Context: an optimization exercise on an open-source flow, tuned for small area. The choices shown serve that exercise and are no tape-out recipe. The RTL was checked by simulation tests, not by an equivalence proof against the original design.

==> inputs of run G <==
Design pxar_softtbm_decoder, start of the top module:
module pxar_softtbm_decoder (
    input  wire        clk,
    input  wire        rst,             
    input  wire        cfg_invert,      
    input  wire        cfg_readback,    
    input  wire [7:0]  cfg_chain_len,   
    input  wire [7:0]  cfg_chain_off,   
    input  wire        in_valid,
    input  wire [15:0] in_word,
    output reg         pix_valid,
    output wire [7:0]  pix_roc,
    output wire [5:0]  pix_col,
    output wire [6:0]  pix_row,
    output wire [7:0]  pix_value,
    output reg         evt_valid,
    output reg         evt_keep,
    output wire [15:0] evt_header,
    output wire [15:0] evt_trailer,
    output wire [15:0] evt_errors,
    output reg         rb_valid,
    output wire [3:0]  rb_slot,
    output wire [15:0] rb_word,
    input  wire [4:0]  stat_sel,
    input  wire        stat_clear,
    output reg  [31:0] stat_data
);
clock: 10.0 ns
lec_check: 0
cap_margin: 20
core_margin: 2
core_utilization: 40
slew_margin: 20
run.sh (not shown) runs the stock make flow with config.mk's settings and CLKGATE_MAP_FILE= SYNTH_SCRIPT=/design/flow/synth_recipe.tcl, a recipe that flattens the netlist after the stock synthesis.
==> run H (differences from run G) <==
==> flow/flow/run.sh (new file) <==
#!/bin/bash
# The standard layout (standard.sh, unchanged synthesis), with two changes
# to how cells are chosen:
#  - port buffers are the smallest buffer instead of a delay buffer;
#  - clock tree: small clock buffers and no dummy loads.
# The full make output goes to flow.log in this folder.
set -euo pipefail
export BUFFER_PORTS_ARGS="-buffer_cell sky130_fd_sc_hd__buf_1"
export CTS_ARGS="-sink_clustering_enable -repair_clock_nets -dont_use_dummy_load -buf_list {sky130_fd_sc_hd__clkbuf_4 sky130_fd_sc_hd__clkbuf_8}"
bash standard.sh finish > flow.log 2>&1
==> flow/standard.sh (new file) <==
#!/bin/bash
# synth_recipe.tcl (not shown) runs the flow's synth.tcl, then flattens the netlist and writes it again
# the make line also repeats each setting of config.mk as NAME=value (left out here)
make -C /OpenROAD-flow-scripts/flow DESIGN_CONFIG=/design/flow/config.mk WORK_HOME=/design/flow/orfs CLKGATE_MAP_FILE= SYNTH_SCRIPT=/design/flow/synth_recipe.tcl "${@:-finish}"
removed: flow/run.sh
==> results.yml <==
drt:
  wl_per_cell_um: 21.7
  viasPerCell: 5.34
global_routing:
  met2_usage: 0.370
  grt_max_degree: 262
outcome:
  status: "finished clean"
cts:
  cts_buffers: 110
hold_path:
  hold_path_startpoint: "rb_shift[3][13]"
cells_and_area:
  diodes: 1
(the above is from run G)
==> results.yml <==
cells_and_area:
  clock_buffer_count: 173
sta:
  slew_violations: 0
global_routing:
  met2_usage: 0.360
  top_usage_layer: "met2"
  grt_max_degree: 278
outcome:
  status: "finished clean"
drt:
  wl_per_cell_um: 21.5
hold_path:
  hold_path_startpoint: "rb_shift[4][0]"
(the above is from run H)

---

==> v17 <==
Another version of the RTL of pxar_softtbm_decoder (not shown whole).
Settings: LEC_CHECK=0, CAP_MARGIN=20, CORE_MARGIN=2, CORE_UTILIZATION=55, PLACE_DENSITY=0.7, SLEW_MARGIN=20; clock period 10.0 ns.
standard.sh (not shown) runs the stock make flow with config.mk's settings and CLKGATE_MAP_FILE= SYNTH_SCRIPT=/design/flow/synth_recipe.tcl, a recipe that flattens the netlist after the stock synthesis.
==> flow/flow/run.sh <==
#!/bin/bash
# The standard layout (standard.sh, unchanged synthesis), with two changes
# to how cells are chosen:
#  - port buffers are the smallest buffer instead of a delay buffer;
#  - clock tree: small clock buffers, larger sink clusters, no dummy loads;
#  - the buffers ABC adds are removed at floorplan (repair adds what is needed).
# The full make output goes to flow.log in this folder.
set -euo pipefail
export BUFFER_PORTS_ARGS="-buffer_cell sky130_fd_sc_hd__buf_1"
export REMOVE_ABC_BUFFERS=1
export CTS_ARGS="-sink_clustering_enable -repair_clock_nets -dont_use_dummy_load -sink_clustering_size 16 -sink_clustering_max_diameter 55 -buf_list {sky130_fd_sc_hd__clkbuf_4 sky130_fd_sc_hd__clkbuf_8}"
bash standard.sh finish > flow.log 2>&1
==> inputs of v27, as changes to v17 <==
==> flow/flow/run.sh (replaced) <==
#!/bin/bash
# The standard layout (standard.sh, unchanged synthesis), with two changes
# to how cells are chosen:
#  - port buffers are the smallest buffer instead of a delay buffer;
#  - clock tree: small clock buffers, larger sink clusters, no dummy loads.
# The full make output goes to flow.log in this folder.
set -euo pipefail
export BUFFER_PORTS_ARGS="-buffer_cell sky130_fd_sc_hd__buf_1"
export CTS_ARGS="-sink_clustering_enable -repair_clock_nets -dont_use_dummy_load -sink_clustering_size 16 -sink_clustering_max_diameter 55 -buf_list {sky130_fd_sc_hd__clkbuf_4 sky130_fd_sc_hd__clkbuf_8}"
bash standard.sh finish > flow.log 2>&1
Settings changed: CORE_UTILIZATION 55 to 68, GPL_TIMING_DRIVEN set to 0, PLACE_DENSITY 0.7 to 0.8.
==> inputs of v15, as changes to v17 <==
==> flow/flow/run.sh (replaced) <==
#!/bin/bash
# The standard layout (standard.sh, unchanged synthesis), with two changes
# to how cells are chosen:
#  - port buffers are the smallest buffer instead of a delay buffer;
#  - clock tree: small clock buffers, larger sink clusters, no dummy loads.
# The full make output goes to flow.log in this folder.
set -euo pipefail
export BUFFER_PORTS_ARGS="-buffer_cell sky130_fd_sc_hd__buf_1"
export CTS_ARGS="-sink_clustering_enable -repair_clock_nets -dont_use_dummy_load -sink_clustering_size 30 -sink_clustering_max_diameter 60 -buf_list {sky130_fd_sc_hd__clkbuf_16}"
bash standard.sh finish > flow.log 2>&1
==> impl_metrics.csv <==
group,metric,value,unit
outcome,status,"finished clean",
worst_setup_path,arrival,9.99,ns
timing,fin_crit_sh,93.9,%
cells_and_area,multi_input_area_share,36.1,%
worst_setup_path,crit_path_max_fanout,18,
detailed_routing,drtPass1Iterations,8,
power_and_ir_drop,p_seq_share,61.6,%
power_and_ir_drop,intPower,0.00548,W
cells_and_area,layout-drive-gt1-share,7.21,%
timing,max-slew-margin-rel,30.6,%
That was v17.
==> impl_metrics.csv <==
group,metric,value,unit
worst_setup_path,arrival,7.38,ns
cts,cts_root_buf,"clkbuf_16",
cells_and_area,layout-drive-gt1-share,6.20,%
detailed_routing,drtPass1Iterations,6,
power_and_ir_drop,intPower,0.00586,W
yosys,yosys-mux-area-fraction,2.78,%
cells_and_area,fin_util,59.7,%
cells_and_area,multi_input_area_share,35.8,%
worst_setup_path,cp.depth,16,
placement,post-dp-hpwl,69500,µm
outcome,status,"finished clean",
timing,max-slew-margin-rel,20.2,%
That was v15.
==> impl_metrics.csv <==
group,metric,value,unit
outcome,status,"finished clean",
cells_and_area,layout-drive-gt1-share,6.59,%
timing,max-slew-margin-rel,24.7,%
detailed_routing,drtPass1Iterations,9,
worst_setup_path,arrival,7.72,ns
worst_setup_path,crit_path_max_fanout,10,
cells_and_area,multi_input_area_share,36.0,%
power_and_ir_drop,p_seq_share,62.0,%
timing,fin_crit_sh,97.2,%
That was v27.

==> afterwards: timing with drivers on the ports <==
No port has a modelled driver above. Below, the same layouts with a new extraction and two added sets of constraints. Step 1: set_driving_cell puts a clkbuf_16 on clk and a buf_2 on each other input, an assumption about the parent block. Step 2, shift: input delay + t, output delay - t, t = (earliest + latest rising clock arrival at the registers) / 2. This alone moves slack from input paths to output paths. Three values: ideal ports, drivers, drivers and shift; two values: the first two.
run | t, ns | setup WS [ns] | worst setup path after step 2 | cell pins on the clock port's net
run G | 0.777 | 0.148 / 0.201 / -0.576 | input to register | 1
run H | 0.868 | 0.234 / 0.279 / -0.588 | input to register | 1
v17 | 0.754 | 0.606 / 0.606 / 0.494 | input to register | 1
v27 | 0.754 | 0.279 / 0.247 / -0.056 | input to register | 1
v15 | 0.686 | 0.620 / 0.518 / 0.518 | input to output | 1
With both steps, setup timing fails in run G, run H and v27, where it was met with ideal ports. The setup slack of run H, which loses most, moves by +0.045 ns with the drivers and by -0.822 ns with both steps.
